From an optimization exercise on the open Yosys and OpenROAD flow, aimed at small area and few clock cycles; shortcuts taken in it are not production practice. The RTL was checked by simulation tests, not by an equivalence proof against the original design. Power figures rest on the tool's default switching activity, not on a simulated workload.

==> flow/design.v <==
module l2c_hdlc (
    input  wire       clk,
    input  wire       rst,
    input  wire       tx_valid,
    input  wire [7:0] tx_data,
    input  wire       tx_last,
    input  wire       tx_bad_fcs,
    output wire       tx_ready,
    output reg        line_valid,
    output reg        line_level,
    input  wire       rx_valid,
    input  wire       rx_level,
    output reg        rx_byte_valid,
    output reg  [7:0] rx_byte,
    output reg        rx_end_valid,
    output reg        rx_end_ok
);
    localparam [7:0]  FLAG       = 8'h7E;
    localparam [14:0] RX_MAX_ACC = 15'd16390;    
    function [15:0] crc_byte;
        input [15:0] c;
        input [7:0]  b;
        integer i;
        reg [15:0] t;
        begin
            t = c ^ {8'h00, b};
            for (i = 0; i < 8; i = i + 1)
                t = t[0] ? ((t >> 1) ^ 16'h8408) : (t >> 1);
            crc_byte = t;
        end
    endfunction
    localparam [2:0] T_IDLE  = 3'd0,
                     T_SFLAG = 3'd1,
                     T_LOAD  = 3'd2,
                     T_DATA  = 3'd3,
                     T_EFLAG = 3'd4;
    localparam [1:0] P_DATA   = 2'd0,
                     P_FCS_LO = 2'd1,
                     P_FCS_HI = 2'd2;
    reg [2:0]  t_state;
    reg [1:0]  t_phase;      
    reg [7:0]  t_shift;      
    reg [3:0]  t_bit;        
    reg [2:0]  t_stuff;      
    reg [15:0] t_crc;
    reg        t_last;
    reg        t_bad;
    wire [15:0] t_fcs = t_bad ? t_crc : ~t_crc;
    assign tx_ready = (t_state == T_LOAD);
    task send_bit;
        input b;
        begin
            line_valid <= 1'b1;
            line_level <= b ? line_level : ~line_level;
        end
    endtask
    always @(posedge clk) begin
        if (rst) begin
            t_state    <= T_IDLE;
            t_phase    <= P_DATA;
            t_shift    <= 8'h00;
            t_bit      <= 4'd0;
            t_stuff    <= 3'd0;
            t_crc      <= 16'hFFFF;
            t_last     <= 1'b0;
            t_bad      <= 1'b0;
            line_valid <= 1'b0;
            line_level <= 1'b0;
        end else begin
            line_valid <= 1'b0;
            case (t_state)
                T_IDLE: begin
                    if (tx_valid) begin
                        t_state <= T_SFLAG;
                        t_bit   <= 4'd0;
                        t_crc   <= 16'hFFFF;
                    end
                end
                T_SFLAG: begin
                    send_bit(FLAG[t_bit[2:0]]);
                    t_stuff <= 3'd0;
                    if (t_bit == 4'd7)
                        t_state <= T_LOAD;
                    else
                        t_bit <= t_bit + 4'd1;
                end
                T_LOAD: begin
                    if (tx_valid) begin
                        t_shift <= tx_data;
                        t_last  <= tx_last;
                        t_bad   <= tx_bad_fcs;
                        t_crc   <= crc_byte(t_crc, tx_data);
                        t_phase <= P_DATA;
                        t_bit   <= 4'd0;
                        t_state <= T_DATA;
                    end
                end
                T_DATA: begin
                    if (t_stuff == 3'd5) begin
                        send_bit(1'b0);
                        t_stuff <= 3'd0;
                    end else begin
                        send_bit(t_shift[t_bit[2:0]]);
                        t_stuff <= t_shift[t_bit[2:0]] ? t_stuff + 3'd1 : 3'd0;
                        t_bit   <= t_bit + 4'd1;
                    end
                    if ((t_stuff == 3'd5 && t_bit == 4'd8) ||
                        (t_stuff != 3'd5 && t_bit == 4'd7 &&
                         !(t_shift[7] && t_stuff == 3'd4))) begin
                        t_bit <= 4'd0;
                        case (t_phase)
                            P_DATA: begin
                                if (t_last) begin
                                    t_shift <= t_fcs[7:0];
                                    t_phase <= P_FCS_LO;
                                end else begin
                                    t_state <= T_LOAD;
                                end
                            end
                            P_FCS_LO: begin
                                t_shift <= t_fcs[15:8];
                                t_phase <= P_FCS_HI;
                            end
                            default: begin
                                t_state <= T_EFLAG;
                            end
                        endcase
                    end
                end
                T_EFLAG: begin
                    send_bit(FLAG[t_bit[2:0]]);
                    t_stuff <= 3'd0;
                    if (t_bit == 4'd7)
                        t_state <= T_IDLE;
                    else
                        t_bit <= t_bit + 4'd1;
                end
                default: t_state <= T_IDLE;
            endcase
        end
    end
    reg        r_lvl;        
    reg [2:0]  r_ones;       
    reg        r_sync;       
    reg [14:0] r_len;        
    reg [7:0]  r_shift;      
    reg [7:0]  r_y0;         
    reg [7:0]  r_y1;         
    reg [15:0] r_crc;        
    wire        r_bit   = (rx_level == r_lvl);       
    wire [2:0]  r_ones1 = (r_ones == 3'd7) ? 3'd7 : r_ones + 3'd1;
    wire [14:0] r_len1  = r_len + 15'd1;
    wire [7:0]  r_byte1 = {r_bit, r_shift[7:1]};
    wire        r_aligned = (r_len[2:0] == 3'd6);
    wire        r_enough  = (r_len[14:3] >= 12'd3);
    wire        r_fcs_ok  = ((r_crc ^ 16'hFFFF) == {r_y1, r_y0});
    wire        r_have    = (r_len >= 15'd8);        
    always @(posedge clk) begin
        if (rst) begin
            r_lvl         <= 1'b0;
            r_ones        <= 3'd0;
            r_sync        <= 1'b0;
            r_len         <= 15'd0;
            r_shift       <= 8'h00;
            r_y0          <= 8'h00;
            r_y1          <= 8'h00;
            r_crc         <= 16'hFFFF;
            rx_byte_valid <= 1'b0;
            rx_byte       <= 8'h00;
            rx_end_valid  <= 1'b0;
            rx_end_ok     <= 1'b0;
        end else begin
            rx_byte_valid <= 1'b0;
            rx_end_valid  <= 1'b0;
            if (rx_valid) begin
                r_lvl <= rx_level;
                if (r_bit) begin
                    r_ones <= r_ones1;
                    if (r_ones1 == 3'd7) begin
                        if (r_sync && r_have) begin
                            rx_end_valid <= 1'b1;
                            rx_end_ok    <= 1'b0;
                        end
                        r_sync <= 1'b0;
                        r_len  <= 15'd0;
                        r_crc  <= 16'hFFFF;
                    end else if (r_ones1 != 3'd6 && r_sync) begin
                        r_len   <= r_len1;
                        r_shift <= r_byte1;
                    end
                end else begin
                    r_ones <= 3'd0;
                    if (r_ones == 3'd6) begin
                        if (r_sync && r_have) begin
                            rx_end_valid <= 1'b1;
                            rx_end_ok    <= r_aligned && r_enough && r_fcs_ok;
                        end
                        r_sync <= 1'b1;
                        r_len  <= 15'd0;
                        r_crc  <= 16'hFFFF;
                    end else if (r_ones != 3'd5 && r_sync) begin
                        r_len   <= r_len1;
                        r_shift <= r_byte1;
                    end
                end
                if (r_sync && ((r_bit && r_ones1 < 3'd6) ||
                               (!r_bit && r_ones != 3'd6 && r_ones != 3'd5))) begin
                    if (r_len1[2:0] == 3'd0) begin
                        rx_byte_valid <= 1'b1;
                        rx_byte       <= r_byte1;
                        r_y0          <= r_y1;
                        r_y1          <= r_byte1;
                        if (r_len1 >= 15'd24)
                            r_crc <= crc_byte(r_crc, r_y0);
                    end
                    if (r_len1 > RX_MAX_ACC) begin
                        rx_end_valid <= 1'b1;
                        rx_end_ok    <= 1'b0;
                        r_sync       <= 1'b0;
                        r_len        <= 15'd0;
                        r_crc        <= 16'hFFFF;
                    end
                end
            end
        end
    end
endmodule
==> flow/run.sh <==
#!/bin/bash
# synth_recipe.tcl (not shown) runs the flow's synth.tcl, then flattens the netlist and writes it again
# the make line also repeats each setting of config.mk as NAME=value (left out here)
make -C /OpenROAD-flow-scripts/flow DESIGN_CONFIG=/design/flow/config.mk WORK_HOME=/design/flow/orfs CLKGATE_MAP_FILE= SYNTH_SCRIPT=/design/flow/synth_recipe.tcl finish
==> flow/config.mk <==
export PLATFORM = sky130hd
export DESIGN_NAME = l2c_hdlc
export DESIGN_NICKNAME = l2c_hdlc
export VERILOG_FILES = /design/flow/design.v
export SDC_FILE = /design/flow/constraint.sdc
export NUM_CORES = 4
export LEC_CHECK = 0
export CAP_MARGIN = 20
export CORE_MARGIN = 2
export CORE_UTILIZATION = 40
export SLEW_MARGIN = 20
==> flow/constraint.sdc <==
create_clock -name core_clock -period 5.0 [get_ports {clk}]
set_input_delay 1.0000 -clock core_clock [delete_from_list [all_inputs] [get_ports {clk}]]
set_output_delay 1.0000 -clock core_clock [all_outputs]
set_load 0.01 [all_outputs]
==> notes.md <==
==> synth_stat cells, types with 6 or more instances <==
master    count
buf_2         8
nor3_1       17
a22oi_1       7
nand4_1       9
o211ai_1      6
and2_1       13
xnor2_1      56
clkbuf_1     26
o22ai_1      15
nand2_1      40
mux2i_1      34
a211oi_1     11
o21ai_1       7
dfxtp_1     102
o21ai_0      19
a21oi_1      33
inv_1        26
a31oi_1       9
nor2_1       72
ha_1         13
xor2_1       19
nand2b_1     22
nand3_1      23
==> cell families (layout without fill, tap and decap cells) <==
| group | count (synthesis) | count (layout) | synth area share, % |
|---|---|---|---|
| and+or+nand+nor | 232 | 232 | 20.6 |
| AOI/OAI and AO/OA | 134 | 134 | 16.1 |
| DFF | 102 | 102 | 36.2 |
| xor gates and xnor gates | 75 | 75 | 11.7 |
| buffers and inverters | 66 | 74 | 4.84 |
| muxes | 39 | 39 | 7.44 |
| adders and majority gates | 14 | 14 | 3.06 |
==> registers in the layout, summed over array words and instances, names as in the netlist, 2 cells and up <==
register,count
r_len,15
r_ones,3
rx_byte,8
t_shift,8
t_phase,2
t_bit,4
t_state,3
t_crc,16
r_shift,7
r_y0,8
r_crc,16
t_stuff,3
==> stage by stage <==
step	hold WS [ns]	power [W]	setup slack [ns]	utilization, %
finish	0.462	0.00177	1.47	45.9
global route	0.506	0.00184	1.26	45.9
CTS	0.462	0.00180	1.51	45.9
detailed placement	0.452	0.000978	1.14	43.4
global placement	0.447	0.000976	1.21	43.4
floorplan	0.437	0.000939	2.16	-
==> power groups by stage <==
stage / Clock (W) / Sequential (W) / Combinational (W)
floorplan: 0 / 0.000847 / 0.0000913
global placement: 0 / 0.000852 / 0.000124
detailed placement: 0 / 0.000853 / 0.000125
CTS: 0.000838 / 0.000834 / 0.000126
global route: 0.000870 / 0.000835 / 0.000138
finish: 0.000815 / 0.000834 / 0.000125
==> metal layers <==
layer	global-route usage [%]	vias to the layer above
li1	-	2329
met1	23.3	2142
met2	27.8	84
met3	4.41	10
met4	4.74	0
met5	0	-
==> tightest hold or removal path, cell delays in order, from the launching register on <==
cell and delay [ns]:
dfxtp_1 0.31, nand2_1 0.05, a21oi_1 0.06
==> worst min path at each step <==
stage           start  endpoint  slack, ns  cells past startpoint
2_1_floorplan  t_last    t_last       0.44                      2
3_3_place_gp   t_last    t_last       0.45                      2
3_5_place_dp   t_last    t_last       0.45                      2
4_1_cts        t_last    t_last       0.46                      2
5_1_grt        t_last    t_last       0.51                      2
6_report       t_last    t_last       0.46                      2
==> final cells by class <==
type	instances	share of cell area, %
timing repair buffer	33	4.93
clock buffer	10	3.77
inverter	26	1.54
multi-input combinational	494	52.4
clock inverter	5	1.68
sequential	102	32.2
tap	180	3.55
==> results by group <==
Status
  – Status: finished clean

Worst setup path
  – CP Depth: 9
  – Worst reg2reg endpoint: r_crc[15]
  – R2R Path Start: r_len[1]
  – Slowest cell delay on critical path: 0.72 ns
  – Worst Setup Path Type: in -> reg
  – CP endpoint: r_crc[1]
  – CP delay by family, top: compound AO/OA/AOI/OAI gates
  – Crit path from: rx_level
  – R2r worst-path depth: 9
  – CP Launch Type: input port
  – CP bufs+invs: 2
  – Crit path max fanout: 19
  – Critical Path End Type: flip-flop
  – CP Cell Sequence: clkdlybuf4s50_1 > xnor2_1 > o21ai_0 > a21oi_2 > nand3_1 > buf_4 > a31oi_1 > mux2_2 > nand2_1
  – Worst Path Required: 5.29 ns
  – FF-to-FF setup slack: 1.78 ns
  – Max stage delay cell, worst path: a31oi_1
  – CP arrival: 3.82 ns

Min path
  – Worst Hold Class: reg -> reg

Timing
  – Achievable Freq: 0.283 GHz
  – Slew Viols, Final: 0
  – Worst-Margin Slew: 0.934 ns
  – Fin. Hold Viols: 0
  – Worst slew margin: 37.4%
  – RSZ-0062 raised after global routing: false
  – Shortest period the worst path allows: 3.53 ns
  – Final setup violation count: 0
  – Fin crit share: 70.6%
  – Setup_tns: 0 ns
  – Worst clock skew: 0.00580 ns

Layout
  – Area occupied by multi-input gates: 3320 µm²
  – Diodes inserted: 0
  – Leading cell types in the layout, fill and taps excluded: dfxtp_1 (102), nor2_1 (72), xnor2_1 (56)
  – Layout cells sized above 1: 6.12%
  – Storage cell area: 2040 µm²
  – Non-filler cells, final: 850
  – Nets: 694
  – Post-route cell area: 6350 µm²
  – Area delta synth->final: 12.7%
  – Commonest non-fill, non-tap cell in the layout: dfxtp_1
  – Filler instances: 1341

Route
  – DR WL/cell: 14.9 µm
  – Routed WL: 12600 µm
  – Via count: 4565
  – DRT met1 WL: 6210 µm
  – Post-route ant nets: 0
  – DRT iter0 DRCs: 325
  – Drt drc: 0
  – Wire length on met3: 510 µm
  – Wire length on met2: 5790 µm
  – Vias per Instance: 5.37
  – Drt pass-1 iters: 5
  – DR top layer: met4

Power
  – Combinational share of power: 7.1%
  – Worst IR Drop VDD: 0.000176 V
  – Clock power frac: 45.9%
  – Pwr dens: 279 nW/µm²
  – Int Pwr: 0.00138 W
  – Sw Pwr: 0.000395 W
  – Sequential share of power: 47.0%
  – Switching Fraction: 22.3%
  – Static Leak: 2.39 nW

Synthesis
  – Number of synthesized flops with an enable pin: 0
  – Area share of the largest cell type after synthesis: 36.2%
  – Synth area leader: dfxtp_1
  – Ys async rst share: 0%
  – Synthesis Warnings: 1
  – Netlist cell types: 64
  – Synthesis-stage register bit count: 102
  – Syn_area_per_cell: 8.51 µm²
  – Mapped Area: 5630 µm²
  – Post-Syn Nets: 690
  – Top cells by area, synth: dfxtp_1 (36%), xnor2_1 (8.7%), mux2i_1 (6.0%)
  – Post-Syn Instances: 662
  – Sequential element share of the synthesized area: 36.2%
  – Dominant synthesized flop cell: dfxtp_1

Flow run
  – Maximum capacitance violations: 0

Clock tree
  – Number of CTS-inserted buffers: 9
  – Root Buffer: clkbuf_16
  – # resized after CTS: 0
  – Clk slew on worst S/H paths: 0.07 ns
  – # H-tree levels: 3
  – CTS tree: built
  – Postcts setup bufs: 0
  – Clk buf depth: 2
  – Hold Buf Count CTS: 0
  – CTS Sinks: 102
  – Clock latency (worst-skew pair): 0.35 ns

GRT
  – Gr ovfl total: 0
  – Vias in the first global route: 4325
  – Antenna violations before repair: 0
  – Pin count of the biggest net entering global routing: 44
  – Global Route Usage Sum: 17.4%
  – First-pass GRT wire length: 21000 µm

Floorplanning
  – Die Wd: 123 µm
  – Initial core utilization: 40.7%
  – Die Y: 123 µm
  – FP Rows: 43
  – Core box area: 13800 µm²
  – # IOs: 29
  – Die area: 15100 µm²

Placed design
  – Cell area after placement: 6000 µm²
  – Input/output buffers: 28
  – Post-DP HPWL: 8810 µm
  – Dpl cells: 835
  – Placer Congestion: 0.841
Testbench counts, summed over its fixed seeds: cycles 88,954.

## separate check: timing with driven ports
The results above use ideal ports. As a check the final layout listed here was re-extracted and re-timed, cells and wires unchanged. Step 1 (the two cells are an assumption about what drives the block):
set clk [get_ports {clk}]
set_driving_cell -lib_cell sky130_fd_sc_hd__clkbuf_16 $clk
set_driving_cell -lib_cell sky130_fd_sc_hd__buf_2 [delete_from_list [all_inputs] $clk]
Step 2 adds t to the input delays and takes it off the output delays; t is the mean of the earliest and latest rising clock arrival at the registers after step 1. Input paths then give back, and output paths get back, about the clock's delay inside the block. Slacks: ideal ports / drivers / drivers and shift; pairs: ideal ports / drivers.
t (ns): 0.389
setup WS [ns]: 1.470 / 1.488 / 1.099
hold WS [ns]: 0.462 / 0.462 / 0.462
pins driven straight from the clock port: 1
After both steps setup and hold are still met in this run. The setup slack of this run moves by +0.018 ns with the drivers and by -0.371 ns with both steps.
